What follows belongs to an exercise in optimizing a design on an open flow for small area, a short achievable clock period and few clock cycles per item; a production flow would make more cautious choices.
Only simulation tests tie the RTL to the original design; equivalence was not proved.
Power and IR drop assume default switching activity.

## flow/constraint.sdc

```tcl
create_clock -name core_clock -period 9.0 [get_ports {clk}]
set_input_delay 1.8000 -clock core_clock [delete_from_list [all_inputs] [get_ports {clk}]]
set_output_delay 1.8000 -clock core_clock [all_outputs]
set_load 0.01 [all_outputs]
```

## flow/config.mk

```make
export PLATFORM = sky130hd
export DESIGN_NAME = sym_engine
export DESIGN_NICKNAME = sym_engine
export VERILOG_FILES = /design/flow/design.v
export SDC_FILE = /design/flow/constraint.sdc
export NUM_CORES = 4
export LEC_CHECK = 0
export ABC_AREA = 1
export CAP_MARGIN = 20
export CORE_MARGIN = 2
export CORE_UTILIZATION = 40
export SETUP_SLACK_MARGIN = 5
export SLEW_MARGIN = 20
```

## flow/flow/run.sh

```bash
#!/bin/bash
# The standard layout, with plain buffers (sky130_fd_sc_hd__buf_2) on the ports instead of
# the default delay-cell buffers. Each tool's output is in standard.log.
set -euo pipefail
cd "$(dirname "$0")/.."
export BUFFER_PORTS_ARGS="-buffer_cell sky130_fd_sc_hd__buf_2"
bash standard.sh finish > standard.log 2>&1
```

## flow/standard.sh

```bash
#!/bin/bash
# synth_recipe.tcl (not shown) runs the flow's synth.tcl, then flattens the netlist and writes it again
# the make line also repeats each setting of config.mk as NAME=value (left out here)
make -C /OpenROAD-flow-scripts/flow DESIGN_CONFIG=/design/flow/config.mk WORK_HOME=/design/flow/orfs CLKGATE_MAP_FILE= SYNTH_SCRIPT=/design/flow/synth_recipe.tcl "${@:-finish}"
```

## flow/design.v

```verilog
module sym_engine (
    input  wire        clk,
    input  wire        rst,
    input  wire        cmd_valid,
    output wire        cmd_ready,
    input  wire [63:0] cmd_word,
    output wire        rsp_valid,
    input  wire        rsp_ready,
    output wire [63:0] rsp_word
);
  localparam [7:0] OP_SETDIM  = 8'h10;
  localparam [7:0] OP_SETMODE = 8'h11;
  localparam [7:0] OP_MAP     = 8'h12;
  reg [8:0] dim_w;    
  reg [8:0] dim_h;    
  reg [2:0] mode;     
  reg       o_valid;
  reg       o_res;    
  reg       o_last;   
  reg [7:0] o_op;
  reg       o_err;
  reg [7:0] o_px, o_py;   
  reg [3:0] o_rm;     
  reg [1:0] o_j;
  assign cmd_ready = !o_valid || (rsp_ready && o_last);
  wire accept = cmd_valid && cmd_ready;
  wire take   = o_valid && rsp_ready;
  wire [7:0] op  = cmd_word[63:56];
  wire       rsv = cmd_word[55:32] != 24'd0;
  wire [15:0] xs = cmd_word[15:0];
  wire [15:0] ys = cmd_word[31:16];
  wire is_dim  = op == OP_SETDIM && !rsv;
  wire is_mode = op == OP_SETMODE && !rsv && cmd_word[31:3] == 29'd0 &&
                 cmd_word[2:0] != 3'd7;
  wire is_map  = op == OP_MAP && !rsv;
  function [8:0] clamp_dim;
    input [15:0] v;
    begin
      if (v[15] || v == 16'd0)                      clamp_dim = 9'd1;
      else if (v[14:9] != 6'd0 || (v[8] && v[7:0] != 8'd0)) clamp_dim = 9'd256;
      else                                          clamp_dim = v[8:0];
    end
  endfunction
  function sum1_eq;
    input [7:0] a;
    input [7:0] b;
    input [8:0] c;
    reg [8:0] cin;    
    reg [8:0] cout;   
    integer k;
    begin
      for (k = 0; k < 8; k = k + 1) begin
        cin[k]  = a[k] ^ b[k] ^ c[k];
        cout[k] = (a[k] & b[k]) | ((a[k] ^ b[k]) & ~c[k]);
      end
      cin[8] = c[8];
      cout[8] = 1'b0;
      sum1_eq = cin[0] && (cin[8:1] == cout[7:0]);
    end
  endfunction
  function lt8;
    input [7:0] a;
    input [7:0] b;
    integer k;
    begin
      lt8 = 1'b0;
      for (k = 0; k < 8; k = k + 1)
        lt8 = (a[k] ^ b[k]) ? b[k] : lt8;
    end
  endfunction
  wire [7:0] x  = xs[7:0];
  wire [7:0] y  = ys[7:0];
  wire       xz = xs[15:8] == 8'd0;
  wire       yz = ys[15:8] == 8'd0;
  wire in0 = xz && yz && (dim_w[8] || lt8(x, dim_w[7:0])) &&
                         (dim_h[8] || lt8(y, dim_h[7:0]));
  wire in1 = xz && yz && (dim_w[8] || lt8(y, dim_w[7:0])) &&
                         (dim_h[8] || lt8(x, dim_h[7:0]));
  wire cx  = dim_w[0] && dim_w[8:1] == {1'b0, x};    
  wire cy  = dim_h[0] && dim_h[8:1] == {1'b0, y};    
  wire dg  = x == y;                                 
  wire ad  = dim_w == dim_h && sum1_eq(x, y, dim_w);
  reg [3:0] mask;
  always @(*) begin
    case (mode)
      3'd1:    mask = {2'b00, in0 && !cx, in0};
      3'd2:    mask = {1'b0, in0 && !cy, 1'b0, in0};
      3'd3:    mask = {in0 && !cx && !cy, in0 && !cy, in0 && !cx, in0};
      3'd4:    mask = {in0 && !(cx && cy), 2'b00, in0};
      3'd5:    mask = {in1 && !dg, 2'b00, in0};
      3'd6:    mask = {in1 && !ad, 2'b00, in0};
      default: mask = {3'b000, in0};
    endcase
  end
  function [3:0] drop1;    
    input [3:0] m;
    begin
      drop1 = {m[3] & (m[2] | m[1] | m[0]), m[2] & (m[1] | m[0]), m[1] & m[0], 1'b0};
    end
  endfunction
  function [1:0] lowest;   
    input [3:0] m;
    begin
      lowest = {!m[0] && !m[1], !m[0] && (m[1] || !m[2])};
    end
  endfunction
  wire [3:0] rs   = o_res ? o_rm : drop1(o_rm);      
  wire [1:0] prev = o_res ? 2'd0 : lowest(o_rm);
  wire [1:0] tgt  = lowest(rs);
  wire       fx   = prev[0] ^ tgt[0];
  wire       fy   = prev[1] ^ tgt[1];
  wire       rs_one = rs != 4'd0 && drop1(rs) == 4'd0;
  wire m5 = mode == 3'd5;
  wire m6 = mode == 3'd6;
  wire [8:0] sb = dim_w + {1'b0, ~(m6 ? o_py : o_px)};    
  wire [8:0] sd = dim_h + {1'b0, ~(m6 ? o_px : o_py)};    
  wire [7:0] nx = m5 ? o_py : sb[7:0];
  wire [7:0] ny = m5 ? o_px : sd[7:0];
  always @(posedge clk) begin
    if (rst) begin
      o_valid <= 1'b0;
      dim_w   <= 9'd1;
      dim_h   <= 9'd1;
      mode    <= 3'd0;
    end else if (accept) begin
      o_valid <= 1'b1;
      if (is_dim) begin
        dim_w <= clamp_dim(xs);
        dim_h <= clamp_dim(ys);
      end
      if (is_mode) mode <= cmd_word[2:0];
    end else if (take && o_last) begin
      o_valid <= 1'b0;
    end
  end
  always @(posedge clk) begin
    if (accept) begin
      o_res  <= 1'b1;
      o_last <= !(is_map && mask != 4'd0);
      o_op   <= op;
      o_err  <= !(is_dim || is_mode || is_map);
      o_px   <= x;
      o_py   <= y;
      o_rm   <= mask;
      o_j    <= 2'd0;
    end else if (take) begin
      o_res  <= 1'b0;
      o_last <= rs_one;
      o_rm   <= rs;
      if (!o_res) o_j <= o_j + 2'd1;
      if (fx) o_px <= nx;
      if (fy) o_py <= ny;
    end
  end
  wire [2:0] n = {o_rm[3] & o_rm[1],
                  o_rm[0] & (o_rm[1] | o_rm[2] | o_rm[3]) & !(o_rm[1] & o_rm[3]),
                  (o_rm[0] & !(o_rm[1] | o_rm[2] | o_rm[3])) | (o_rm[3] & !o_rm[0])};
  wire o_dim  = !o_err && o_op[1:0] == 2'd0;
  wire o_mode = !o_err && o_op[1:0] == 2'd1;
  wire o_map  = !o_err && o_op[1:0] == 2'd2;
  wire [8:0] pay_lo = (o_dim ? dim_w : 9'd0) |
                      (o_mode ? {6'd0, mode} : 9'd0) |
                      (o_map ? {6'd0, n} : 9'd0);
  wire [8:0] pay_hi = o_dim ? dim_h : 9'd0;
  assign rsp_valid = o_valid;
  assign rsp_word = o_res ?
      {o_op, 3'd0, o_err, 4'd0, 23'd0, pay_hi, 7'd0, pay_lo} :
      {OP_MAP, 4'd0, 4'd1, 28'd0, o_last, 1'b0, o_j, o_py, o_px};
endmodule
```

==> summary.md, run 1 <==
| Metric | Value |
|---|---|
| Outcome | `finished clean` |
| Fin. Hold Viols | `0` |
| WHS Path Cells | `2` |
| Maxcap violations | `0` |
| Number of synthesized register bits | `55` |
| Post-synth top area cell | `edfxtp_1` |
| Netlist Area Pre-Place | `5310 um^2` |
| Sequential area share after synthesis | `26.4%` |
| Post-synth cell types | `43` |
| Final net count | `990` |
| Worst EP arrival | `2160 ps` |
| Leak Pwr | `2.96 nW` |
| Placed Area | `5850 um^2` |
| DP Worst Slack | `4800 ps` |
| Setup-failing EPs final | `0` |
| Initial detailed-routing violation count | `584` |
| Clk buf depth | `2` |
| # port buffers | `104` |
| Setup CP Type | `input port to output pin` |
| Cell Chain, Critical Path | `buf_2, nand2_1, nand2_1, buf_2` |
| First-pass GRT wire length | `26.9 mm` |
| Pwr Density | `115 nW/um^2` |
| Gpl congestion | `0.950` |
| FF-to-FF path depth | `13` |
| Die ar. | `14200 um^2` |
| Vias | `5610` |
| Total gr overflow | `0` |
| Cells after Synth | `801` |
| Final setup margin | `5040 ps` |
| First-pass DRT Iterations | `6` |
| Routed wire length | `17.2 mm` |
| # DRC | `0` |
| CP peak stage delay | `140 ps` |
| Avg Inst Size Synth | `6.63 um^2` |
| Setup TNS | `0 ps` |
| CTS Buf Count | `5` |
| Area contributors post-synth | `edfxtp_1 (17%), nand2_1 (13%), dfxtp_1 (9.4%), inv_1 (8.3%), nor2_1 (6.6%)` |
| Reg2reg start | `mode[1]` |
| Worst Setup End Kind | `output pin` |
| Peak supply drop | `0.0000845 V` |
| Worst-Margin Slew | `947 ps` |
| Hold Startpoint | `o_j[1]` |
| CP startpoint kind | `input port` |
| CTS Hold Bufs | `0` |
| Antenna violations before repair | `0` |
| Power, Total | `0.000694 W` |
| Largest net degree at the start of global routing | `39` |
| Ys flop type | `edfxtp_1` |
| CTS tree | `done` |
| Std-Cell Rows | `42` |
| CTS sink count | `55` |
| H-Tree Depth | `2` |
| GRT Total Usage | `24.2%` |
| Chip width | `119 um` |
| Crit path max fanout | `3` |
| CTS clk-pin slew, worst paths | `70 ps` |
| Ports | `134` |
| Share of post-route cells with drive strength above 1 | `14.7%` |
| YS warnings | `1` |
| Postcts setup bufs | `0` |
| Relative slew slack | `36.5%` |
| Crit path required time | `7200 ps` |
| Crit share post-route | `44.0%` |
| Design area | `6020 um^2` |
| Routed Antenna Nets | `0` |
| Clk Latency, worst-skew pair | `290 ps` |
| Placed wire-length estimate | `13.4 mm` |
| CTS root buffer | `clkbuf_16` |
| Fmax | `252 MHz` |
| Time the worst path needs with I/O delays and setup | `3960 ps` |
| Vias in the first global route | `4998` |
| Wire per inst | `16.1 um` |
| Worst min path class | `flip-flop to flip-flop` |
| DR vias/cell | `5.26` |
| Hold Crit Endpoint | `o_j[1]` |
| Worst reg2reg path endpoint | `o_px[6]` |
| Final hold slack | `511 ps` |
| Core area | `13100 um^2` |
| Clk_skew | `7.99 ps` |
| Crit path max-delay cell type | `buf_2` |
| Die Y | `119 um` |
| EDFF count, synth | `30` |
| Initial Util | `40.6%` |
| Async SR Flop Fraction | `0%` |
| Ant. Diodes | `0` |
| Worst reg2reg setup slack | `5580 ps` |
| RSZ-0062 raised after global routing | `false` |
| Post-synth top area share | `17.0%` |
| Slew Viols, Final | `0` |
| Synthesis-to-layout area growth | `13.5%` |
logic make-up (layout without fill, tap and decap cells):
kind of cell	after synthesis	in the layout	synth area share (%)
compound gates	182	182	19.7
xor+xnor	23	23	3.80
fa+ha+maj	32	32	8.96
buf+inv	175	237	14.8
flops	55	55	26.4
other cells	1	29	0.0707
simple gates	333	333	26.3
worst max-delay path by stage:
stage	startpoint	to	slack [ps]	depth (start not counted)
global route	rsp_ready	cmd_ready	5010	4
detailed placement	rsp_ready	o_px[7]	4800	8
finish	rsp_ready	cmd_ready	5040	4
CTS	o_err	rsp_word[19]	5020	4
floorplan	rsp_ready	cmd_ready	5250	2
global placement	rsp_ready	o_px[7]	4910	8
power by group:
part           switching, W  leakage (nW)  internal (W)
Combinational      0.000122          2.39     0.0000675
Clock             0.0000875        0.0794      0.000119
Sequential        0.0000113         0.489      0.000287
worst max-delay path: cells and delay by family:
family,cells,cell delay (ps)
buf+inv,2,240
simple gates,2,120
metal layers:
| layer | global-route usage (%) | part of all wire [%] | vias to the layer above |
|---|---|---|---|
| li1 | - | - | 2769 |
| met5 | 0 | 0 | - |
| met2 | 37.3 | 43 | 266 |
| met3 | 2.49 | 8.2 | 31 |
| met1 | 35.8 | 46 | 2544 |
| met4 | 6.62 | 2.5 | 0 |
final cells by class:
type | count | area (um^2)
multi-input cells | 599 | 3240
flip-flops and latches | 55 | 1400
fillers | 1415 | 7060
clock buffers | 6 | 150
inverters | 122 | 462
repair buffers | 107 | 543
well taps | 176 | 220
clock inverters | 2 | 8.76
cells in the mapped netlist, types with 2 or more instances:
| cell | count |
|---|---|
| nand2_1 | 184 |
| inv_1 | 117 |
| nor2_1 | 94 |
| o21ai_0 | 69 |
| a21oi_1 | 39 |
| buf_4 | 30 |
| edfxtp_1 | 30 |
| o22ai_1 | 28 |
| dfxtp_1 | 25 |
| ha_1 | 22 |
| nand3_1 | 17 |
| a31oi_1 | 16 |
| clkbuf_1 | 15 |
| a211oi_1 | 14 |
| xor2_1 | 12 |
| nor3_1 | 11 |
| xnor2_1 | 11 |
| fa_1 | 10 |
| nand4_1 | 10 |
| o211ai_1 | 8 |
| buf_2 | 6 |
| nor4_1 | 4 |
| inv_2 | 3 |
| a21o_1 | 2 |
| a221oi_1 | 2 |
| clkinv_1 | 2 |
| nand3_2 | 2 |
| nor3_2 | 2 |
| or2_2 | 2 |
timing repair:
item | 4_1_cts | 5_1_grt
gates resized for setup | 0 | 2
endpoints found under the setup margin | 0 | 22
hold endpoints to repair | 0 | 0
sequential cells by signal (all words and copies together), names as in the netlist, 2 cells and up:
signal,flops
o_px,8
o_j,2
dim_w,9
o_rm,4
o_py,8
o_op,8
mode,3
dim_h,9
stage by stage:
| step | utilization [%] | cells |
|---|---|---|
| 6_report | 46.0 | 1067 |
| 4_1_cts | 46.0 | 1067 |
| 3_5_place_dp | 44.7 | 1059 |
| 2_1_floorplan | - | 829 |
| 3_3_place_gp | 44.7 | 1059 |
| 5_1_grt | 46.0 | 1067 |
placed cells by master, fill, tap and decap left out, types with 12 or more instances in the layout:
| master | n |
|---|---|
| a211oi_1 | 14 |
| a21oi_1 | 39 |
| a31oi_1 | 16 |
| buf_2 | 104 |
| conb_1 | 29 |
| dfxtp_1 | 25 |
| edfxtp_1 | 30 |
| ha_1 | 22 |
| inv_1 | 117 |
| nand2_1 | 184 |
| nand3_1 | 16 |
| nor2_1 | 94 |
| o21ai_0 | 69 |
| o22ai_1 | 28 |
| xor2_1 | 12 |
Testbench counts, summed over its fixed seeds: cycles 6,396, items 3,200.
==> run 2, diff against run 1 <==
--- a/flow/design.v
+++ b/flow/design.v
@@ -19,3 +19,3 @@
   reg       o_last;   
-  reg [7:0] o_op;
+  reg       o_mop;    
   reg       o_err;
@@ -139,6 +139,6 @@
       o_last <= !(is_map && mask != 4'd0);
-      o_op   <= op;
+      o_mop  <= op == OP_MAP;
       o_err  <= !(is_dim || is_mode || is_map);
       o_px   <= x;
-      o_py   <= y;
+      o_py   <= op == OP_MAP ? y : op;
       o_rm   <= mask;
@@ -157,7 +157,7 @@
                   (o_rm[0] & !(o_rm[1] | o_rm[2] | o_rm[3])) | (o_rm[3] & !o_rm[0])};
-  wire o_dim  = !o_err && o_op[1:0] == 2'd0;
-  wire o_mode = !o_err && o_op[1:0] == 2'd1;
-  wire o_map  = !o_err && o_op[1:0] == 2'd2;
+  wire o_dim  = !o_err && !o_mop && !o_py[0];
+  wire o_mode = !o_err && !o_mop && o_py[0];
+  wire o_map  = !o_err && o_mop;
   wire [8:0] pay_lo = (o_dim ? dim_w : 9'd0) |
-                      (o_mode ? {6'd0, mode} : 9'd0) |
+                      (o_mode ? {6'd0, o_px[2:0]} : 9'd0) |
                       (o_map ? {6'd0, n} : 9'd0);
@@ -166,3 +166,3 @@
   assign rsp_word = o_res ?
-      {o_op, 3'd0, o_err, 4'd0, 23'd0, pay_hi, 7'd0, pay_lo} :
+      {o_mop ? OP_MAP : o_py, 3'd0, o_err, 4'd0, 23'd0, pay_hi, 7'd0, pay_lo} :
       {OP_MAP, 4'd0, 4'd1, 28'd0, o_last, 1'b0, o_j, o_py, o_px};
--- a/flow/config.mk
+++ b/flow/config.mk
@@ -7,3 +7,2 @@
 export LEC_CHECK = 0
-export ABC_AREA = 1
 export CAP_MARGIN = 20
@@ -11,2 +10,3 @@
 export CORE_UTILIZATION = 40
+export CTS_BUF_LIST = sky130_fd_sc_hd__clkbuf_8
 export SETUP_SLACK_MARGIN = 5
==> summary.md, run 2 <==
| Metric | Value |
|---|---|
| Outcome | `finished clean` |
| FF-to-FF path depth | `12` |
| CTS sink count | `48` |
| Placed wire-length estimate | `12.3 mm` |
| Net switching power | `0.000212 W` |
| Vias in the first global route | `4684` |
| Core area | `12100 um^2` |
| Async SR Flop Fraction | `0%` |
| Antenna violations before repair | `0` |
| Crit path max fanout | `2` |
| Ant. Diodes | `0` |
| CTS clk-pin slew, worst paths | `100 ps` |
| Met1 Usage GRT | `33.9%` |
| Sw Ratio | `36.0%` |
| Most frequent cells in the layout | `buf_2 (102), nand2_1 (42), inv_1 (42), nor2_1 (42), xnor2_1 (35)` |
| Worst-Margin Slew | `845 ps` |
| Initial Util | `41.3%` |
| Worst Setup End Kind | `output pin` |
| Setup-failing EPs final | `0` |
| Die ar. | `13300 um^2` |
| Worst min path class | `flip-flop to flip-flop` |
| Grt peak-use layer | `met2` |
| Setup crit start | `rsp_ready` |
| # port buffers | `104` |
| CTS root buffer | `clkbuf_8` |
| Clk pwr share | `23.3%` |
| YS warnings | `1` |
| CP startpoint kind | `input port` |
| Clk buf depth | `2` |
| Cell Int Power | `0.000378 W` |
| # DRC | `0` |
| DR vias/cell | `5.75` |
| WHS Path Cells | `3` |
| Ports | `134` |
| Initial detailed-routing violation count | `566` |
| Sequential area share after synthesis | `23.9%` |
| Crit path required time | `7200 ps` |
| Cells after Synth | `616` |
| Time the worst path needs with I/O delays and setup | `4010 ps` |
| GRT Total Usage | `25.2%` |
| Share of post-route cells with drive strength above 1 | `19.8%` |
| Count leader, synth | `nand2_1` |
| Maxcap violations | `0` |
| Pwr Density | `105 nW/um^2` |
| Grt met3 use | `4.08%` |
| Relative slew slack | `43.6%` |
| EDFF count, synth | `23` |
| Routed wire length | `16.5 mm` |
| Largest net degree at the start of global routing | `34` |
| Commonest non-fill, non-tap cell in the layout | `buf_2` |
| Post-synth top cells | `nand2_1 (43), nor2_1 (42), inv_1 (41)` |
| Post-synth top area cell | `edfxtp_1` |
| Number of synthesized register bits | `48` |
| Reg2reg start | `mode[0]` |
| Peak supply drop | `0.0000536 V` |
| Clk Latency, worst-skew pair | `320 ps` |
| Leak Pwr | `2.35 nW` |
| H-Tree Depth | `2` |
| Post-synth cell types | `68` |
| Setup CP Type | `input port to output pin` |
| Post-synth top area share | `13.9%` |
| Area contributors post-synth | `edfxtp_1 (14%), dfxtp_1 (10%), xnor2_1 (6.2%), ha_1 (5.5%), buf_4 (4.4%)` |
| First-pass GRT wire length | `25.7 mm` |
| Gpl congestion | `0.944` |
| Std-Cell Rows | `40` |
| Setup TNS | `0 ps` |
| Total gr overflow | `0` |
| Post-layout util | `46.5%` |
| Hold Startpoint | `o_j[1]` |
| Avg Inst Size Synth | `8.08 um^2` |
| Slew Viols, Final | `0` |
| CTS Buf Count | `5` |
| Wire per inst | `19.2 um` |
| First-pass DRT Iterations | `6` |
| Netlist Area Pre-Place | `4980 um^2` |
| CTS tree | `done` |
| Clk_skew | `5.90 ps` |
| Routed Antenna Nets | `0` |
| Synthesis-to-layout area growth | `12.7%` |
| Comb power frac | `30.8%` |
| Die Y | `116 um` |
| Final net count | `790` |
| Met2 GRT Util | `41.5%` |
| RSZ-0062 raised after global routing | `true` |
| Vias | `4937` |
| Chip width | `116 um` |
| Ys flop type | `dfxtp_1` |
| Fin. Hold Viols | `0` |
| Crit share post-route | `44.5%` |
| Sequential share of power | `45.9%` |
| Fmax | `250 MHz` |
| Worst EP arrival | `2210 ps` |
| Biggest regs | `dim_h: 9 flops, dim_w: 9 flops` |
[run 2: cell types whose count changed after synthesis, moves of 8 or more]
| cell | change |
|---|---|
| xnor2_1 | +24 |
| nor2b_1 | +17 |
| a22oi_1 | +13 |
| o22ai_1 | -21 |
| a31oi_1 | -11 |
| mux2i_1 | +17 |
| nand2b_1 | +8 |
| and2_1 | +13 |
| clkbuf_1 | +24 |
| nor2_1 | -52 |
| nand2_1 | -141 |
| o21ai_0 | -39 |
| inv_1 | -76 |
[run 2: power groups by stage]
stage | Combinational [W] | Clock (W) | Sequential [W]
final | 0.000182 | 0.000137 | 0.000271
after floorplan | 0.000130 | 0 | 0.000261
after detailed placement | 0.000176 | 0 | 0.000274
after global routing | 0.000201 | 0.000145 | 0.000273
after global placement | 0.000171 | 0 | 0.000274
after CTS | 0.000180 | 0.000138 | 0.000270
[run 2: stage by stage]
| stage | total power (W) | std cells | instance area [um^2] | setup WS [ps] | hold slack (ps) |
|---|---|---|---|---|---|
| global route | 0.000620 | 859 | 5610 | 4980 | 603 |
| floorplan | 0.000391 | 644 | 5080 | 5200 | 500 |
| detailed placement | 0.000450 | 847 | 5450 | 4480 | 538 |
| CTS | 0.000588 | 857 | 5590 | 4990 | 565 |
| finish | 0.000590 | 859 | 5610 | 4990 | 557 |
| global placement | 0.000446 | 847 | 5450 | 4600 | 513 |
[run 2: final cells by class]
class	instances	area [um^2]
Clock buffer	5	68.8
Clock inverter	3	16.3
Fill cell	1219	6450
Inverter	41	158
Multi-Input combinational cell	482	3370
Sequential cell	48	1190
Tap cell	168	210
Timing Repair Buffer	112	593
[run 2: logic make-up after synthesis]
| logic type | after synthesis | share of synthesized area (%) |
|---|---|---|
| AOI/OAI and AO/OA | 147 | 20.1 |
| other | 1 | 0.0754 |
| and+or+nand+nor | 209 | 23.4 |
| xor gates and xnor gates | 43 | 7.57 |
| DFF | 48 | 23.9 |
| adders and majority gates | 35 | 10.2 |
| muxes | 19 | 3.87 |
| buffers and inverters | 114 | 10.9 |
[run 2: final timing paths]
path                                  end  slack [ps]
worst min-delay path               o_j[1]         560
worst min register to register     o_j[1]         560
worst max-delay path            cmd_ready        4990
worst max register to register    o_px[7]        5610
[run 2: metal layers]
layer  routed length [um]  part of all wire (%)
met1                 6850                    41
met2                 7770                    47
met3                 1620                   9.8
met4                  273                   1.7
met5                    0                     0
[run 2: timing repair]
action	in CTS	in global routing
buffers inserted	2	2
gates resized for setup	7	1
hold buffers	0	0
pin swaps	1	2
setup endpoints to repair	26	21
[run 2: worst max-delay path, cell delays in order]
cell,delay [ps]
buf_6,90
a21bo_4,200
buf_6,110
Testbench counts of run 2, summed over its fixed seeds: cycles 6,396, items 3,200.
==> run 3, diff against run 2 <==
--- a/flow/config.mk
+++ b/flow/config.mk
@@ -10,3 +10,2 @@
 export CORE_UTILIZATION = 40
-export CTS_BUF_LIST = sky130_fd_sc_hd__clkbuf_8
 export SETUP_SLACK_MARGIN = 5
==> summary.md, run 3 <==
| Metric | Value |
|---|---|
| Post-route insts no fill | `858` |
| Hold Startpoint | `o_j[1]` |
| DP Worst Slack | `4480 ps` |
| Worst min path class | `flip-flop to flip-flop` |
| Die ar. | `13300 um^2` |
| Setup-failing EPs final | `0` |
| Relative slew slack | `42.5%` |
| Crit path required time | `7200 ps` |
| Ports | `134` |
| First-pass DRT Iterations | `6` |
| Setup TNS | `0 ps` |
| Async SR Flop Fraction | `0%` |
| Post-Place Cells | `847` |
| CTS tree | `done` |
| Final net count | `789` |
| Final setup margin | `4990 ps` |
| Clk buf depth | `2` |
| Post-synth top area cell | `edfxtp_1` |
| H-Tree Depth | `2` |
| Vias in the first global route | `4653` |
| Ant. Diodes | `0` |
| Worst-Margin Slew | `861 ps` |
| Routed wire length | `16.5 mm` |
| CTS clk-pin slew, worst paths | `70 ps` |
| Time the worst path needs with I/O delays and setup | `4010 ps` |
| Post-synth top cells | `nand2_1 (43), nor2_1 (42), inv_1 (41)` |
| Clk Latency, worst-skew pair | `290 ps` |
| Initial Util | `41.3%` |
| Maxcap violations | `0` |
| Fmax | `250 MHz` |
| CTS root buffer | `clkbuf_16` |
| Crit share post-route | `44.5%` |
| Share of post-route cells with drive strength above 1 | `19.7%` |
| Vias | `4893` |
| Chip width | `116 um` |
| Outcome | `finished clean` |
| Leak Pwr | `2.37 nW` |
| Routed Antenna Nets | `0` |
| Reg2reg start | `mode[0]` |
| Peak supply drop | `0.0000834 V` |
| CP startpoint kind | `input port` |
| DR vias/cell | `5.70` |
| YS warnings | `1` |
| Initial detailed-routing violation count | `588` |
| Std-Cell Rows | `40` |
| Largest net degree at the start of global routing | `34` |
| Biggest regs | `dim_h: 9 flops, dim_w: 9 flops` |
| Number of synthesized register bits | `48` |
| Count leader, synth | `nand2_1` |
| Worst Setup End Kind | `output pin` |
| Core area | `12100 um^2` |
| Pwr Density | `114 nW/um^2` |
| Clk pwr share | `29.9%` |
| First-pass GRT wire length | `25.6 mm` |
| CTS Buf Count | `5` |
| EDFF count, synth | `23` |
| Synthesis-to-layout area growth | `13.7%` |
| # DRC | `0` |
| CTS Hold Bufs | `0` |
| Total gr overflow | `0` |
| Net switching power | `0.000217 W` |
| Setup CP Type | `input port to output pin` |
| Ys flop type | `dfxtp_1` |
| CTS sink count | `48` |
| RSZ-0062 raised after global routing | `true` |
| Clk_skew | `3.91 ps` |
| Antenna violations before repair | `0` |
| Area contributors post-synth | `edfxtp_1 (14%), dfxtp_1 (10%), xnor2_1 (6.2%), ha_1 (5.5%), buf_4 (4.4%)` |
| Avg Inst Size Synth | `8.08 um^2` |
| Sw Ratio | `33.6%` |
| Slew Viols, Final | `0` |
| Most frequent cells in the layout | `buf_2 (102), nand2_1 (42), nor2_1 (42), inv_1 (40), xnor2_1 (35)` |
| Final hold slack | `551 ps` |
| Worst EP arrival | `2210 ps` |
| GRT Total Usage | `25.2%` |
| Gpl congestion | `0.944` |
| Netlist Area Pre-Place | `4980 um^2` |
| Placed wire-length estimate | `12.3 mm` |
| Sequential area share after synthesis | `23.9%` |
| Crit path max fanout | `2` |
| Fin. Hold Viols | `0` |
| Setup crit start | `rsp_ready` |
| Wire per inst | `19.2 um` |
| Cell Int Power | `0.000429 W` |
| Die Y | `116 um` |
| Post-synth cell types | `68` |
| Sequential share of power | `42.0%` |
| Comb power frac | `28.1%` |
| Post-synth top area share | `13.9%` |
| Commonest non-fill, non-tap cell in the layout | `buf_2` |
| Cells after Synth | `616` |
| # port buffers | `104` |
run 3: cell type report:
cell class	instances	area, um^2
Fill cell	1207	6410
Multi-Input combinational cell	482	3370
Tap cell	168	210
Inverter	41	158
Clock buffer	7	133
Sequential cell	48	1190
Clock inverter	1	8.76
Timing Repair Buffer	111	586
run 3: power by group through the flow:
| stage | Combinational (W) | Clock, W | Sequential (W) |
|---|---|---|---|
| after floorplan | 0.000130 | 0 | 0.000261 |
| after global placement | 0.000171 | 0 | 0.000274 |
| after detailed placement | 0.000176 | 0 | 0.000274 |
| after CTS | 0.000180 | 0.000192 | 0.000270 |
| after global routing | 0.000201 | 0.000201 | 0.000273 |
| final | 0.000181 | 0.000193 | 0.000271 |
run 3: stage by stage:
stage / total power [W] / utilization [%] / area [um^2]
2_1_floorplan: 0.000391 / - / 5080
3_3_place_gp: 0.000446 / 45.2 / 5450
3_5_place_dp: 0.000450 / 45.2 / 5450
4_1_cts: 0.000642 / 46.8 / 5650
5_1_grt: 0.000675 / 46.9 / 5660
6_report: 0.000645 / 46.9 / 5660
run 3: timing repair:
item / 4_1_cts / 5_1_grt
gates resized for setup: 7 / 1
endpoints found under the setup margin: 26 / 11
pin swaps: 1 / 2
hold endpoints to repair: 0 / 0
gates cloned: 0 / 0
buffers inserted: 2 / 1
run 3: kinds of logic after synthesis:
group	after synthesis	share of synthesized area [%]
flops	48	23.9
fa+ha+maj	35	10.2
xor+xnor	43	7.57
buf+inv	114	10.9
simple gates	209	23.4
other cells	1	0.0754
compound gates	147	20.1
mux	19	3.87
run 3: critical path: stages:
cell and delay, ps:
buf_6 90, a21bo_4 200, buf_6 110
run 3: layer usage:
metal	wire length [um]	GRT usage (%)	share of wire (%)	vias to the layer above
li1	-	-	-	2286
met5	0	0	0	-
met2	7770	41.6	47	252
met3	1470	4.08	9.0	18
met4	221	7.23	1.3	0
met1	6990	34.0	42	2337
run 3: worst paths after layout:
path | cells past startpoint | slack (ps) | to
setup / recovery | 3 | 4990 | cmd_ready
hold / removal | 3 | 550 | o_j[1]
setup reg to reg | 12 | 5620 | o_py[7]
hold reg to reg | 3 | 550 | o_j[1]
==> run 4, diff against run 3 <==
==> flow/flow/run.sh (replaced) <==
#!/bin/bash
# The standard layout, with plain buffers (sky130_fd_sc_hd__buf_1) on the ports instead of
# the default delay-cell buffers. Each tool's output is in standard.log.
set -euo pipefail
cd "$(dirname "$0")/.."
export BUFFER_PORTS_ARGS="-buffer_cell sky130_fd_sc_hd__buf_1"
bash standard.sh finish > standard.log 2>&1
--- a/flow/config.mk
+++ b/flow/config.mk
@@ -10,2 +10,3 @@
 export CORE_UTILIZATION = 40
+export CTS_BUF_LIST = sky130_fd_sc_hd__clkbuf_8
 export SETUP_SLACK_MARGIN = 5
==> summary.md, run 4 <==
| Metric | Value |
|---|---|
| Pwr Density | `117 nW/um^2` |
| Initial Util | `41.3%` |
| # DRC | `0` |
| Clk buf depth | `2` |
| Die Y | `116 um` |
| Number of synthesized register bits | `48` |
| Initial detailed-routing violation count | `599` |
| Synthesis-to-layout area growth | `10.8%` |
| Outcome | `finished clean` |
| CTS sink count | `48` |
| CTS clk-pin slew, worst paths | `110 ps` |
| Post-route insts no fill | `857` |
| EDFF count, synth | `23` |
| Comb power frac | `26.8%` |
| First-pass DRT Iterations | `5` |
| Post-synth top area share | `13.9%` |
| Netlist Area Pre-Place | `4980 um^2` |
| Most used cell, CP | `buf_6` |
| Fillers | `1216` |
| CP startpoint kind | `input port` |
| Setup CP Type | `input port to output pin` |
| Crit path max-delay cell type | `a21bo_4` |
| Most frequent cells in the layout | `buf_1 (102), nand2_1 (42), nor2_1 (42), inv_1 (40), xnor2_1 (35)` |
| Ant. Diodes | `0` |
| CTS Buf Count | `5` |
| Peak supply drop | `0.0000629 V` |
| Time the worst path needs with I/O delays and setup | `4030 ps` |
| Cells after Synth | `616` |
| # port buffers | `104` |
| Area contributors post-synth | `edfxtp_1 (14%), dfxtp_1 (10%), xnor2_1 (6.2%), ha_1 (5.5%), buf_4 (4.4%)` |
| Sequential area share after synthesis | `23.9%` |
| Worst Setup End Kind | `output pin` |
| Post-synth top area cell | `edfxtp_1` |
| Die ar. | `13300 um^2` |
| Leak Pwr | `2.05 nW` |
| Post-synth cell types | `68` |
| Crit path required time | `7200 ps` |
| CTS tree | `done` |
| CTS root buffer | `clkbuf_8` |
| Async SR Flop Fraction | `0%` |
| Sw Ratio | `33.6%` |
| Crit path max fanout | `3` |
| Cell Chain, Critical Path | `buf_6, a21bo_4, buf_6` |
| Placed wire-length estimate | `12.3 mm` |
| Count leader, synth | `nand2_1` |
| RSZ-0062 raised after global routing | `true` |
| Largest net degree at the start of global routing | `34` |
| Vias in the first global route | `4739` |
| Routed wire length | `16.4 mm` |
| Ports | `134` |
| Relative slew slack | `30.2%` |
| CP peak stage delay | `210 ps` |
| Slew Viols, Final | `0` |
| First-pass GRT wire length | `25.8 mm` |
| Fin. Hold Viols | `0` |
| Net switching power | `0.000217 W` |
| H-Tree Depth | `2` |
| Worst min path class | `flip-flop to flip-flop` |
| Clk pwr share | `31.3%` |
| Commonest non-fill, non-tap cell in the layout | `buf_1` |
| Vias | `4937` |
| DR vias/cell | `5.76` |
| Gpl congestion | `0.990` |
| Crit share post-route | `44.8%` |
| Fmax | `248 MHz` |
| Wire per inst | `19.1 um` |
| Clk Latency, worst-skew pair | `320 ps` |
| Final net count | `788` |
| Post-synth top cells | `nand2_1 (43), nor2_1 (42), inv_1 (41)` |
| YS warnings | `1` |
| Antenna violations before repair | `0` |
| Sequential share of power | `41.9%` |
| Total gr overflow | `0` |
| Ys flop type | `dfxtp_1` |
| Std-Cell Rows | `40` |
| Avg Inst Size Synth | `8.08 um^2` |
| Share of post-route cells with drive strength above 1 | `5.08%` |
| Maxcap violations | `0` |
| Clk_skew | `5.81 ps` |
| Core area | `12100 um^2` |
| Setup TNS | `0 ps` |
| Worst-Margin Slew | `1050 ps` |
| Worst EP arrival | `2230 ps` |
| Post-Place Cells | `847` |
| Chip width | `116 um` |
| GRT Total Usage | `24.9%` |
| Setup-failing EPs final | `0` |
| Biggest regs | `dim_h: 9 flops, dim_w: 9 flops` |
| Routed Antenna Nets | `0` |
| Cell Int Power | `0.000429 W` |
[run 4: cell counts after synthesis]
Identical to the previous run, type by type.
[run 4: kinds of logic after synthesis]
kind of cell / after synthesis / synth area share [%]
AND/OR/NAND/NOR: 209 / 23.4
buffers and inverters: 114 / 10.9
flip-flops: 48 / 23.9
XOR/XNOR: 43 / 7.57
other: 1 / 0.0754
adder cells (fa/ha/maj): 35 / 10.2
multiplexers: 19 / 3.87
AO/OA/AOI/OAI: 147 / 20.1
[run 4: path summary, 6_finish.rpt]
kind,start,endpoint,slack (ps),cells after the start
worst min register to register,o_j[0],o_j[0],560,2
worst min-delay path,o_j[0],o_j[0],560,2
worst max-delay path,rsp_ready,cmd_ready,4970,3
worst max register to register,mode[0],o_px[7],5690,12
[run 4: through the flow]
step | utilization (%) | setup slack [ps] | hold WS (ps) | power, W | instance area [um^2]
2_1_floorplan | - | 5200 | 500 | 0.000391 | 5080
3_3_place_gp | 44.1 | 4840 | 520 | 0.000438 | 5320
3_5_place_dp | 44.1 | 4790 | 540 | 0.000443 | 5320
4_1_cts | 45.4 | 4970 | 565 | 0.000642 | 5480
5_1_grt | 45.7 | 4960 | 590 | 0.000677 | 5510
6_report | 45.7 | 4970 | 561 | 0.000646 | 5510
[run 4: final cells by class]
type	count	area (um^2)	area share, %
Timing Repair Buffer	110	450	8.17
Clock buffer	5	68.8	1.25
Inverter	41	158	2.86
Multi-Input combinational cell	482	3360	61.0
Sequential cell	48	1190	21.7
Tap cell	168	210	3.81
Clock inverter	3	68.8	1.25
[run 4: routing by layer]
metal | part of all wire [%] | track usage (%) | vias up
met5 | 0 | 0 | -
met4 | 3.5 | 10.1 | 0
met3 | 7.7 | 2.77 | 51
met2 | 45 | 39.8 | 251
met1 | 44 | 34.5 | 2351
li1 | - | - | 2284
[run 4: timing repair]
| action | CTS | global route |
|---|---|---|
| hold buffers | 0 | 0 |
| setup buffers | 1 | 1 |
| pin swaps | 0 | 1 |
| setup endpoints to repair | 26 | 17 |
| gates resized for setup | 4 | 6 |
[run 4: critical path, delay by kind of cell]
family	cells	cell delay, ps
buffers and inverters	2	220
AO/OA/AOI/OAI	1	210
[run 4: power groups by stage]
stage / sequential [W] / clock (W) / combinational [W]
finish: 0.000270 / 0.000202 / 0.000173
global route: 0.000273 / 0.000210 / 0.000194
CTS: 0.000269 / 0.000202 / 0.000171
detailed placement: 0.000274 / 0 / 0.000169
global placement: 0.000273 / 0 / 0.000165
floorplan: 0.000261 / 0 / 0.000130
==> run 5, diff against run 4 <==
--- a/flow/config.mk
+++ b/flow/config.mk
@@ -9,4 +9,5 @@
 export CORE_MARGIN = 2
-export CORE_UTILIZATION = 40
+export CORE_UTILIZATION = 60
 export CTS_BUF_LIST = sky130_fd_sc_hd__clkbuf_8
+export GPL_TIMING_DRIVEN = 0
 export SETUP_SLACK_MARGIN = 5
==> summary.md, run 5 <==
| Metric | Value |
|---|---|
| Number of synthesized register bits | `48` |
| Initial detailed-routing violation count | `540` |
| CP startpoint kind | `input port` |
| Gpl congestion | `1.05` |
| Worst Setup End Kind | `output pin` |
| Vias in the first global route | `4873` |
| Antenna violations before repair | `0` |
| Post-synth cell types | `68` |
| Setup CP Type | `input port to output pin` |
| Std-Cell Rows | `33` |
| Area contributors post-synth | `edfxtp_1 (14%), dfxtp_1 (10%), xnor2_1 (6.2%), ha_1 (5.5%), buf_4 (4.4%)` |
| CTS clk-pin slew, worst paths | `110 ps` |
| CTS sink count | `48` |
| Leak Pwr | `2.27 nW` |
| DP Worst Slack | `4830 ps` |
| Worst-Margin Slew | `838 ps` |
| Routed wire length | `17.0 mm` |
| Share of post-route cells with drive strength above 1 | `8.55%` |
| First-pass GRT wire length | `25.7 mm` |
| Post-synth top cells | `nand2_1 (43), nor2_1 (42), inv_1 (41)` |
| Sequential area share after synthesis | `23.9%` |
| Chip width | `95.1 um` |
| CTS tree | `done` |
| Async SR Flop Fraction | `0%` |
| GRT Total Usage | `37.9%` |
| Commonest non-fill, non-tap cell in the layout | `buf_1` |
| Final net count | `859` |
| Ant. Diodes | `0` |
| Ys flop type | `dfxtp_1` |
| Initial Util | `61.2%` |
| Outcome | `finished clean` |
| Worst min path class | `flip-flop to flip-flop` |
| Die Y | `95.1 um` |
| CTS root buffer | `clkbuf_8` |
| Final setup margin | `4960 ps` |
| Fmax | `248 MHz` |
| First-pass DRT Iterations | `7` |
| # DRC | `0` |
| Cells after Synth | `616` |
| Crit path max fanout | `2` |
| Ports | `134` |
| Count leader, synth | `nand2_1` |
| CP peak stage delay | `230 ps` |
| Relative slew slack | `43.8%` |
| Crit path max-delay cell type | `a21bo_2` |
| Peak supply drop | `0.0000850 V` |
| Fillers | `704` |
| Post-synth top area share | `13.9%` |
| Total gr overflow | `0` |
| Clk buf depth | `2` |
| YS warnings | `1` |
| # port buffers | `104` |
| Setup-failing EPs final | `0` |
| EDFF count, synth | `23` |
| Biggest regs | `dim_h: 9 flops, dim_w: 9 flops` |
| Vias | `5347` |
| Die ar. | `9040 um^2` |
| Netlist Area Pre-Place | `4980 um^2` |
| Avg Inst Size Synth | `8.08 um^2` |
| Wire per inst | `19.6 um` |
| DR vias/cell | `6.18` |
| Routed Antenna Nets | `0` |
| Largest net degree at the start of global routing | `17` |
| Pwr Density | `115 nW/um^2` |
| Most frequent cells in the layout | `buf_1 (104), nand2_1 (43), nor2_1 (42), inv_1 (41), clkbuf_1 (36)` |
| RSZ-0062 raised after global routing | `true` |
| Power, Total | `0.000667 W` |
| Setup TNS | `0 ps` |
| Worst EP arrival | `2240 ps` |
| Core area | `8130 um^2` |
| Clk_skew | `13.4 ps` |
| Time the worst path needs with I/O delays and setup | `4040 ps` |
| Slew Viols, Final | `0` |
| Synthesis-to-layout area growth | `16.4%` |
| Post-layout util | `71.2%` |
| Cell Chain, Critical Path | `buf_1, a21bo_2, buf_6` |
| Crit path required time | `7200 ps` |
| CTS Buf Count | `5` |
| Fin. Hold Viols | `0` |
| Clk Latency, worst-skew pair | `320 ps` |
| Post-synth top area cell | `edfxtp_1` |
| Maxcap violations | `0` |
| Final hold slack | `573 ps` |
| Crit share post-route | `44.9%` |
| H-Tree Depth | `2` |
| Placed wire-length estimate | `13.1 mm` |
[run 5: cell counts after synthesis]
No cell type changed its count.
[run 5: area by class of cell]
type / instances / area, um^2 / area share (%)
tap: 105 / 131 / 2.27
clock buffer: 5 / 68.8 / 1.19
buffer: 73 / 392 / 6.76
timing repair buffer: 108 / 428 / 7.39
multi-input combinational: 482 / 3360 / 58.0
sequential: 48 / 1190 / 20.6
inverter: 41 / 154 / 2.66
clock inverter: 3 / 68.8 / 1.19
[run 5: worst paths after layout]
path / startpoint / end / slack (ps) / cells past startpoint
setup / recovery: rsp_ready / cmd_ready / 4960 / 3
hold / removal: o_j[1] / o_j[1] / 570 / 3
setup reg to reg: mode[0] / o_px[7] / 5310 / 11
hold reg to reg: o_j[1] / o_j[1] / 570 / 3
[run 5: layer usage]
metal	track usage (%)	share of wire, %
met4	15.5	4.3
met2	62.2	45
met3	6.88	13
met5	0	0
met1	49.1	37
[run 5: report_power, final]
group          total [W]  switching [W]  internal, W
Combinational   0.000199       0.000121    0.0000777
Clock           0.000203      0.0000911     0.000112
Sequential      0.000265      0.0000167     0.000248
[run 5: critical path: cells and delay by family]
family | cells | cell delay (ps)
AO/OA/AOI/OAI | 1 | 230
buffers and inverters | 2 | 210
[run 5: cells by family after synthesis]
family / share of synthesized area, %
AOI/OAI and AO/OA: 20.1
xor gates and xnor gates: 7.57
adders and majority gates: 10.2
buffers and inverters: 10.9
DFF: 23.9
muxes: 3.87
other: 0.0754
and+or+nand+nor: 23.4
[run 5: repair_timing]
| item | CTS | global route |
|---|---|---|
| hold buffers | 0 | 0 |
| pin swaps | 1 | 2 |
| endpoints found under the setup margin | 11 | 7 |
| resized for setup | 2 | 7 |
| setup buffers | 0 | 4 |
[run 5: per-stage QoR]
step,instances,area [um^2]
finish,865,5790
global route,865,5790
CTS,861,5750
detailed placement,853,5600
global placement,853,5600
floorplan,644,5080
==> run 6, diff against run 5 <==
--- a/flow/config.mk
+++ b/flow/config.mk
@@ -11,3 +11,2 @@
 export CTS_BUF_LIST = sky130_fd_sc_hd__clkbuf_8
-export GPL_TIMING_DRIVEN = 0
 export SETUP_SLACK_MARGIN = 5
==> summary.md, run 6 <==
| Metric | Value |
|---|---|
| Outcome | `finished clean` |
| Number of synthesized register bits | `48` |
| Chip width | `95.1 um` |
| Slew Viols, Final | `0` |
| Crit path required time | `7200 ps` |
| Async SR Flop Fraction | `0%` |
| Most used cell, CP | `buf_6` |
| YS warnings | `1` |
| Clk_skew | `12.0 ps` |
| RSZ-0062 raised after global routing | `true` |
| Largest net degree at the start of global routing | `34` |
| Setup-failing EPs final | `0` |
| DP Worst Slack | `4460 ps` |
| Netlist Area Pre-Place | `4980 um^2` |
| Final setup margin | `4980 ps` |
| Routed Antenna Nets | `0` |
| DR vias/cell | `6.22` |
| Antenna violations before repair | `0` |
| # DRC | `0` |
| Clk Latency, worst-skew pair | `310 ps` |
| Clk buf depth | `2` |
| Gpl congestion | `0.975` |
| Core area | `8130 um^2` |
| First-pass GRT wire length | `23.8 mm` |
| Cells after Synth | `616` |
| Worst Setup End Kind | `output pin` |
| Worst min path class | `flip-flop to flip-flop` |
| Relative slew slack | `45.0%` |
| GRT Total Usage | `34.9%` |
| CTS root buffer | `clkbuf_8` |
| CP startpoint kind | `input port` |
| Die ar. | `9040 um^2` |
| Commonest non-fill, non-tap cell in the layout | `buf_1` |
| Routed wire length | `15.5 mm` |
| Fmax | `249 MHz` |
| Time the worst path needs with I/O delays and setup | `4020 ps` |
| Power, Total | `0.000638 W` |
| Setup CP Type | `input port to output pin` |
| Cell Chain, Critical Path | `buf_6, a21bo_4, buf_6` |
| EDFF count, synth | `23` |
| Setup TNS | `0 ps` |
| CP peak stage delay | `210 ps` |
| CTS Buf Count | `5` |
| Worst EP arrival | `2220 ps` |
| Std-Cell Rows | `33` |
| Ys flop type | `dfxtp_1` |
| Share of post-route cells with drive strength above 1 | `4.93%` |
| CP top delay family | `buffers and inverters` |
| Vias in the first global route | `4481` |
| Ant. Diodes | `0` |
| Final net count | `788` |
| Synthesis-to-layout area growth | `9.18%` |
| Count leader, synth | `nand2_1` |
| CTS tree | `done` |
| Worst-Margin Slew | `825 ps` |
| Die Y | `95.1 um` |
| Most frequent cells in the layout | `buf_1 (101), nand2_1 (43), nor2_1 (42), inv_1 (41), xnor2_1 (35)` |
| Total gr overflow | `0` |
| First-pass DRT Iterations | `6` |
| Area contributors post-synth | `edfxtp_1 (14%), dfxtp_1 (10%), xnor2_1 (6.2%), ha_1 (5.5%), buf_4 (4.4%)` |
| Ports | `134` |
| Initial Util | `61.2%` |
| # port buffers | `104` |
| Fin. Hold Viols | `0` |
| Peak supply drop | `0.0000981 V` |
| Crit path max-delay cell type | `a21bo_4` |
| Post-synth cell types | `68` |
| Vias | `4935` |
| Crit share post-route | `44.7%` |
| Biggest regs | `dim_h: 9 flops, dim_w: 9 flops` |
| Sequential area share after synthesis | `23.9%` |
| CTS sink count | `48` |
| Maxcap violations | `0` |
| CTS Hold Bufs | `0` |
| Worst path bufs/invs | `2` |
| Leak Pwr | `2.05 nW` |
| Post-synth top cells | `nand2_1 (43), nor2_1 (42), inv_1 (41)` |
| Pwr Density | `118 nW/um^2` |
| Post-synth top area cell | `edfxtp_1` |
| CTS clk-pin slew, worst paths | `110 ps` |
| Avg Inst Size Synth | `8.08 um^2` |
| Initial detailed-routing violation count | `465` |
| Crit path max fanout | `3` |
| Post-synth top area share | `13.9%` |
| Wire per inst | `19.5 um` |
| H-Tree Depth | `2` |
| Placed wire-length estimate | `11.8 mm` |
[run 6: cell counts after synthesis]
No cell type changed its count.
[run 6: cells by family (layout without fill, tap and decap cells)]
logic type / after synthesis / after routing / share of synthesized area [%]
buf+inv: 114 / 159 / 10.9
xor+xnor: 43 / 43 / 7.57
mux: 19 / 19 / 3.87
fa+ha+maj: 35 / 35 / 10.2
flops: 48 / 48 / 23.9
compound gates: 147 / 147 / 20.1
simple gates: 209 / 209 / 23.4
other cells: 1 / 29 / 0.0754
[run 6: area by class of cell]
class | instances | area, um^2
multi-input cells | 482 | 3360
fillers | 712 | 2700
flip-flops and latches | 48 | 1190
repair buffers | 110 | 452
inverters | 41 | 154
well taps | 105 | 131
clock buffers | 5 | 68.8
clock inverters | 3 | 68.8
[run 6: final timing paths]
path              slack, ps        end  startpoint  cells after the start
hold reg to reg         570     o_j[1]      o_j[1]                      3
hold / removal          570     o_j[1]      o_j[1]                      3
setup / recovery       4980  cmd_ready   rsp_ready                      3
setup reg to reg       5600    o_px[7]     mode[0]                     12
[run 6: per-stage QoR]
stage / util (%) / std cells / hold slack [ps] / area [um^2]
floorplan: - / 644 / 500 / 5080
global placement: 64.6 / 785 / 545 / 5250
detailed placement: 64.6 / 785 / 551 / 5250
CTS: 66.6 / 794 / 579 / 5420
global route: 66.8 / 794 / 616 / 5430
finish: 66.8 / 794 / 575 / 5430
[run 6: worst reg2reg max path, stage by stage, from the launching register on]
cell       delay [ps]
dfxtp_1           410
nand3b_1          130
buf_4             320
mux2_2            420
inv_1              60
ha_1              220
a21o_1            180
a21oi_1           220
o21ai_0           130
a2111oi_0         520
nor3_1            140
mux2i_1           140
a211o_1           260
[run 6: what timing repair did]
item	4_1_cts	5_1_grt
setup endpoints to repair	19	2
setup buffers	1	0
resized for setup	4	4
pin swaps	1	1
[run 6: report_power, final]
part	switching (W)	internal, W	leakage [nW]	total, W
logic	0.000102	0.0000674	1.56	0.000169
clock network	0.0000839	0.000112	0.0687	0.000196
registers	0.0000248	0.000248	0.423	0.000273
total	0.000211	0.000428	2.05	0.000638
[run 6: layer usage]
| layer | part of all wire [%] | GRT usage, % | up-vias |
|---|---|---|---|
| met2 | 46 | 57.0 | 302 |
| li1 | - | - | 2283 |
| met3 | 11 | 6.88 | 45 |
| met5 | 0 | 0 | - |
| met4 | 3.6 | 13.3 | 0 |
| met1 | 40 | 45.6 | 2305 |
==> run 7, diff against run 6 <==
--- a/flow/config.mk
+++ b/flow/config.mk
@@ -11,2 +11,4 @@
 export CTS_BUF_LIST = sky130_fd_sc_hd__clkbuf_8
+export CTS_CLUSTER_DIAMETER = 200
+export CTS_CLUSTER_SIZE = 50
 export SETUP_SLACK_MARGIN = 5
==> summary.md, run 7 <==
| Metric | Value |
|---|---|
| Ys flop type | `dfxtp_1` |
| DR vias/cell | `6.22` |
| Gpl congestion | `0.975` |
| Outcome | `finished clean` |
| GRT Total Usage | `34.9%` |
| # DRC | `0` |
| Worst min path class | `flip-flop to flip-flop` |
| Number of synthesized register bits | `48` |
| Worst reg2reg setup slack | `5600 ps` |
| DP Worst Slack | `4460 ps` |
| Cell Chain, Critical Path | `buf_6, a21bo_4, buf_6` |
| Async SR Flop Fraction | `0%` |
| Post-synth cell types | `68` |
| Setup crit start | `rsp_ready` |
| EDFF count, synth | `23` |
| Time the worst path needs with I/O delays and setup | `4020 ps` |
| H-Tree Depth | `2` |
| Fillers | `712` |
| CP startpoint kind | `input port` |
| Sequential area share after synthesis | `23.9%` |
| Most used cell, CP | `buf_6` |
| Setup CP Type | `input port to output pin` |
| Post-Synth Adder-Cell Area | `10.2%` |
| Crit share post-route | `44.7%` |
| CTS tree | `done` |
| Final hold slack | `575 ps` |
| CP peak stage delay | `210 ps` |
| RSZ-0062 raised after global routing | `true` |
| Footprint of the multi-input gates | `3360 um^2` |
| Clk Latency, worst-skew pair | `310 ps` |
| Die ar. | `9040 um^2` |
| Maxcap violations | `0` |
| CTS root buffer | `clkbuf_8` |
| Post-synth top cells | `nand2_1 (43), nor2_1 (42), inv_1 (41)` |
| Post-synth top area share | `13.9%` |
| Crit path required time | `7200 ps` |
| CTS clk-pin slew, worst paths | `110 ps` |
| Avg Inst Size Synth | `8.08 um^2` |
| Count leader, synth | `nand2_1` |
| Cells after Synth | `616` |
| YS warnings | `1` |
| Initial detailed-routing violation count | `465` |
| Leak Pwr | `2.05 nW` |
| Post-synth top area cell | `edfxtp_1` |
| CP top delay family | `buffers and inverters` |
| Post-Place Cells | `785` |
| Peak supply drop | `0.0000981 V` |
| Crit path to | `cmd_ready` |
| Final setup margin | `4980 ps` |
| Chip width | `95.1 um` |
| Xor-xnor portion of the synthesized cell area | `7.57%` |
| Antenna violations before repair | `0` |
| Post-Synth Simple-Gate Area | `23.4%` |
| Die Y | `95.1 um` |
| Routed wire length | `15.5 mm` |
| Wire per inst | `19.5 um` |
| Most frequent cells in the layout | `buf_1 (101), nand2_1 (43), nor2_1 (42), inv_1 (41), xnor2_1 (35)` |
| Vias | `4935` |
| Ant. Diodes | `0` |
| Std-Cell Rows | `33` |
| Crit path max fanout | `3` |
| Placed Area | `5250 um^2` |
| Register area | `1190 um^2` |
| Final net count | `788` |
| Setup-failing EPs final | `0` |
| Placed wire-length estimate | `11.8 mm` |
| Design area | `5430 um^2` |
| Share of post-route cells with drive strength above 1 | `4.93%` |
| Post-route insts no fill | `794` |
| Routed Antenna Nets | `0` |
| CTS Buf Count | `5` |
| Crit path max-delay cell type | `a21bo_4` |
| Largest family of logic cells by synthesized area | `simple AND/OR/NAND/NOR gates` |
| First-pass DRT Iterations | `6` |
| Worst EP arrival | `2220 ps` |
| Worst reg2reg path endpoint | `o_px[7]` |
| Worst-Margin Slew | `825 ps` |
| Core area | `8130 um^2` |
| WP depth | `3` |
| CTS sink count | `48` |
| Netlist Area Pre-Place | `4980 um^2` |
| Vias in the first global route | `4481` |
| Worst path bufs/invs | `2` |
| Fmax | `249 MHz` |
| Clk buf depth | `2` |
| Fin. Hold Viols | `0` |
| Initial Util | `61.2%` |
| Mux cell area share after synthesis | `3.87%` |
| Biggest regs | `dim_h: 9 flops, dim_w: 9 flops` |
| Largest net degree at the start of global routing | `34` |
| Slew Viols, Final | `0` |
| Setup TNS | `0 ps` |
| First-pass GRT wire length | `23.8 mm` |
| Area contributors post-synth | `edfxtp_1 (14%), dfxtp_1 (10%), xnor2_1 (6.2%), ha_1 (5.5%), buf_4 (4.4%)` |
| Clk_skew | `12.0 ps` |
| Relative slew slack | `45.0%` |
| # port buffers | `104` |
| FF-to-FF path depth | `12` |
| Reg2reg start | `mode[0]` |
| Synthesis-to-layout area growth | `9.18%` |
| Ports | `134` |
| Commonest non-fill, non-tap cell in the layout | `buf_1` |
| Total gr overflow | `0` |
| Worst Setup End Kind | `output pin` |
| Pwr Density | `118 nW/um^2` |
| Synth Area in Compound Gates | `20.1%` |
run 7: cell counts in the layout (fill, tap and decap cells not counted):
No cell type changed its count.
run 7: power by group:
group          internal [W]  leakage (nW)  switching (W)  total [W]
Clock              0.000112        0.0687      0.0000839   0.000196
Sequential         0.000248         0.423      0.0000248   0.000273
Combinational     0.0000674          1.56       0.000102   0.000169
Total              0.000428          2.05       0.000211   0.000638
run 7: worst min path at each step:
stage               cells after the start  slack, ps  startpoint       end
finish                                  3        570      o_j[1]    o_j[1]
global route                            2        620    dim_h[6]  dim_h[6]
CTS                                     3        580      o_j[1]    o_j[1]
detailed placement                      3        550      o_j[1]    o_j[1]
global placement                        3        550      o_j[1]    o_j[1]
floorplan                               3        500      o_j[1]    o_j[1]
run 7: kinds of logic after synthesis:
| kind of cell | Yosys count |
|---|---|
| flops | 48 |
| buf+inv | 114 |
| mux | 19 |
| simple gates | 209 |
| xor+xnor | 43 |
| compound gates | 147 |
| other cells | 1 |
| fa+ha+maj | 35 |
run 7: per-layer routing:
metal / wire (um) / GRT usage (%) / up-vias
li1: - / - / 2283
met1: 6200 / 45.6 / 2305
met2: 7120 / 57.0 / 302
met3: 1640 / 6.88 / 45
met4: 553 / 13.3 / 0
met5: 0 / 0 / -
run 7: cell type report:
cell class                 count  area share, %
clock inverter                 3           1.27
multi-input combinational    482           61.9
sequential                    48           22.0
clock buffer                   5           1.27
timing repair buffer         110           8.31
inverter                      41           2.83
tap                          105           2.42
run 7: worst register-to-register path, cell delays in order, from the launching register on:
cell	delay [ps]
dfxtp_1	410
nand3b_1	130
buf_4	320
mux2_2	420
inv_1	60
ha_1	220
a21o_1	180
a21oi_1	220
o21ai_0	130
a2111oi_0	520
nor3_1	140
mux2i_1	140
a211o_1	260
run 7: timing repair:
item                                    in CTS  in global routing
hold buffers                                 0                  0
pin swaps                                    1                  1
setup buffers                                1                  0
gates resized for setup                      4                  4
endpoints found under the setup margin      19                  2
run 7: metrics by stage:
step	total power, W	util, %
6_report	0.000638	66.8
5_1_grt	0.000672	66.8
4_1_cts	0.000636	66.6
3_5_place_dp	0.000441	64.6
3_3_place_gp	0.000436	64.6
2_1_floorplan	0.000391	-
==> run 8, diff against run 7 <==
--- a/flow/config.mk
+++ b/flow/config.mk
@@ -9,6 +9,4 @@
 export CORE_MARGIN = 2
-export CORE_UTILIZATION = 60
+export CORE_UTILIZATION = 75
 export CTS_BUF_LIST = sky130_fd_sc_hd__clkbuf_8
-export CTS_CLUSTER_DIAMETER = 200
-export CTS_CLUSTER_SIZE = 50
 export SETUP_SLACK_MARGIN = 5
==> summary.md, run 8 <==
| Metric | Value |
|---|---|
| Commonest non-fill, non-tap cell in the layout | `buf_1` |
| Chip width | `85.5 um` |
| Final setup margin | `4970 ps` |
| Time the worst path needs with I/O delays and setup | `4030 ps` |
| Worst Setup End Kind | `output pin` |
| DR vias/cell | `6.89` |
| Setup CP Type | `input port to output pin` |
| Worst min path class | `flip-flop to flip-flop` |
| Fmax | `248 MHz` |
| Placed wire-length estimate | `11.6 mm` |
| First-pass GRT wire length | `24.2 mm` |
| Sequential area share after synthesis | `23.9%` |
| Antenna violations before repair | `0` |
| CTS tree | `done` |
| DP Worst Slack | `4780 ps` |
| Leak Pwr | `2.05 nW` |
| Total gr overflow | `0` |
| Clk buf depth | `2` |
| Die ar. | `7300 um^2` |
| Post-synth top area share | `13.9%` |
| Initial Util | `77.9%` |
| First-pass DRT Iterations | `10` |
| Final net count | `788` |
| Most frequent cells in the layout | `buf_1 (102), nand2_1 (42), nor2_1 (42), inv_1 (41), xnor2_1 (35)` |
| Clk_skew | `9.57 ps` |
| Initial detailed-routing violation count | `738` |
| Ys flop type | `dfxtp_1` |
| Cell Chain, Critical Path | `buf_6, a21bo_4, buf_6` |
| Post-synth top area cell | `edfxtp_1` |
| # DRC | `0` |
| CP peak stage delay | `210 ps` |
| Std-Cell Rows | `29` |
| Largest net degree at the start of global routing | `34` |
| Setup-failing EPs final | `0` |
| FF-to-FF path depth | `12` |
| Synthesis-to-layout area growth | `8.25%` |
| Die Y | `85.5 um` |
| Relative slew slack | `32.3%` |
| Ports | `134` |
| Crit path max-delay cell type | `a21bo_4` |
| Crit path required time | `7200 ps` |
| Avg Inst Size Synth | `8.08 um^2` |
| Area contributors post-synth | `edfxtp_1 (14%), dfxtp_1 (10%), xnor2_1 (6.2%), ha_1 (5.5%), buf_4 (4.4%)` |
| Vias in the first global route | `4915` |
| Fillers | `386` |
| CTS clk-pin slew, worst paths | `100 ps` |
| Peak supply drop | `0.000104 V` |
| Worst reg2reg setup slack | `5470 ps` |
| Post-Place Cells | `757` |
| Number of synthesized register bits | `48` |
| CTS Hold Bufs | `0` |
| WHS Path Cells | `3` |
| Hold Crit Endpoint | `o_j[1]` |
| Routed Antenna Nets | `0` |
| Routed wire length | `16.1 mm` |
| Crit path max fanout | `2` |
| Wire per inst | `21.0 um` |
| RSZ-0062 raised after global routing | `true` |
| Outcome | `finished clean` |
| Ant. Diodes | `0` |
| Most used cell, CP | `buf_6` |
| Share of post-route cells with drive strength above 1 | `4.79%` |
| Worst EP arrival | `2230 ps` |
| Biggest regs | `dim_h: 9 flops, dim_w: 9 flops` |
| Post-synth top cells | `nand2_1 (43), nor2_1 (42), inv_1 (41)` |
| Vias | `5275` |
| Fin. Hold Viols | `0` |
| Netlist Area Pre-Place | `4980 um^2` |
| Worst-Margin Slew | `1020 ps` |
| Core area | `6390 um^2` |
| Crit share post-route | `44.7%` |
| GRT Total Usage | `42.3%` |
| Hold Startpoint | `o_j[1]` |
| Post-synth cell types | `68` |
| # port buffers | `104` |
| Reg2reg start | `mode[0]` |
| Slew Viols, Final | `0` |
| Worst reg2reg path endpoint | `o_px[7]` |
| Pwr Density | `121 nW/um^2` |
| H-Tree Depth | `2` |
| Maxcap violations | `0` |
| CTS Buf Count | `5` |
| Count leader, synth | `nand2_1` |
| Setup TNS | `0 ps` |
| CTS sink count | `48` |
| Async SR Flop Fraction | `0%` |
| Post-route insts no fill | `766` |
| Cells after Synth | `616` |
| Clk Latency, worst-skew pair | `320 ps` |
| Gpl congestion | `1.01` |
| YS warnings | `1` |
| CP startpoint kind | `input port` |
| CTS root buffer | `clkbuf_8` |
| EDFF count, synth | `23` |
[run 8: power breakdown]
part	switching, W	leakage [nW]	total [W]	internal [W]
Sequential	0.0000200	0.423	0.000268	0.000248
Combinational	0.000113	1.56	0.000182	0.0000684
Clock	0.0000877	0.0687	0.000200	0.000112
[run 8: worst max-delay path by stage]
stage,start,slack [ps],to,depth (start not counted)
4_1_cts,rsp_ready,4990,cmd_ready,3
5_1_grt,rsp_ready,4970,cmd_ready,3
3_3_place_gp,cmd_word[51],4860,dim_w[4],8
6_report,rsp_ready,4970,cmd_ready,3
3_5_place_dp,cmd_word[33],4780,dim_w[3],8
2_1_floorplan,rsp_ready,5200,cmd_ready,1
[run 8: cell families after synthesis]
family	share of synthesized area (%)
flip-flops	23.9
AND/OR/NAND/NOR	23.4
AO/OA/AOI/OAI	20.1
XOR/XNOR	7.57
adder cells (fa/ha/maj)	10.2
buffers and inverters	10.9
multiplexers	3.87
other	0.0754
[run 8: critical path: cells and delay by family]
kind	cells	cell delay, ps
AO/OA/AOI/OAI	1	210
buffers and inverters	2	210
[run 8: metal layers]
| metal | track usage, % | part of all wire [%] | vias up |
|---|---|---|---|
| met4 | 20.9 | 5.9 | 0 |
| met2 | 70.5 | 46 | 490 |
| li1 | - | - | 2285 |
| met5 | 0 | 0 | - |
| met3 | 11.8 | 15 | 117 |
| met1 | 50.1 | 33 | 2383 |
[run 8: through the flow]
stage | area (um^2) | total power (W) | util [%] | hold WS (ps)
after detailed placement | 5220 | 0.000443 | 81.7 | 555
after global placement | 5220 | 0.000434 | 81.7 | 527
after global routing | 5390 | 0.000666 | 84.3 | 604
after CTS | 5360 | 0.000634 | 83.9 | 580
final | 5390 | 0.000650 | 84.3 | 570
after floorplan | 5080 | 0.000391 | - | 500
[run 8: layout make-up]
| class | count | area [um^2] | share of cell area (%) |
|---|---|---|---|
| tap | 77 | 96.3 | 1.79 |
| timing repair buffer | 110 | 450 | 8.36 |
| sequential | 48 | 1190 | 22.1 |
| clock buffer | 5 | 68.8 | 1.28 |
| clock inverter | 3 | 68.8 | 1.28 |
| inverter | 41 | 154 | 2.86 |
| multi-input combinational | 482 | 3360 | 62.3 |
[run 8: timing repair]
action,CTS,global route
endpoints found under the setup margin,1,8
pin swaps,0,1
buffers inserted,0,1
resized for setup,0,7

-- static timing again, ports no longer ideal --
In the flow no input, the clock included, has a driving cell. The finished layouts below were timed again as built, in two steps. Step 1: set_driving_cell puts a clkbuf_16 on clk and a buf_2 on each other input, an assumption about the parent block. Step 2 times the ports against the registers' clock, not the clock port: input delays grow and output delays shrink by t, the midpoint of the rising clock arrivals with the driver on. Slacks: ideal ports / drivers / drivers and shift; pairs: ideal ports / drivers.
run	shift t [ns]	setup WS [ns]	worst setup path after step 2	latest minus earliest clock arrival (ns)	worst register clock-pin slew, ns
run 1	0.325	5.039 / 5.018 / 5.018	input to output	0.010 / 0.010	0.07 / 0.07
run 2	0.349	4.992 / 4.958 / 4.947	input to register	0.007 / 0.006	0.10 / 0.10
run 3	0.332	4.992 / 4.958 / 4.944	input to register	0.004 / 0.004	0.07 / 0.07
run 4	0.348	4.972 / 4.940 / 4.836	input to register	0.006 / 0.006	0.11 / 0.11
run 5	0.346	4.961 / 4.940 / 4.798	input to register	0.014 / 0.014	0.12 / 0.12
run 6	0.339	4.978 / 4.944 / 4.932	input to register	0.012 / 0.012	0.11 / 0.11
run 7	0.339	4.978 / 4.944 / 4.932	input to register	0.012 / 0.012	0.11 / 0.11
run 8	0.342	4.974 / 4.942 / 4.848	input to register	0.010 / 0.009	0.11 / 0.11
After both steps setup and hold are still met in every run listed. The setup slack of run 5, which loses most, moves by -0.021 ns with the drivers and by -0.163 ns with both steps.
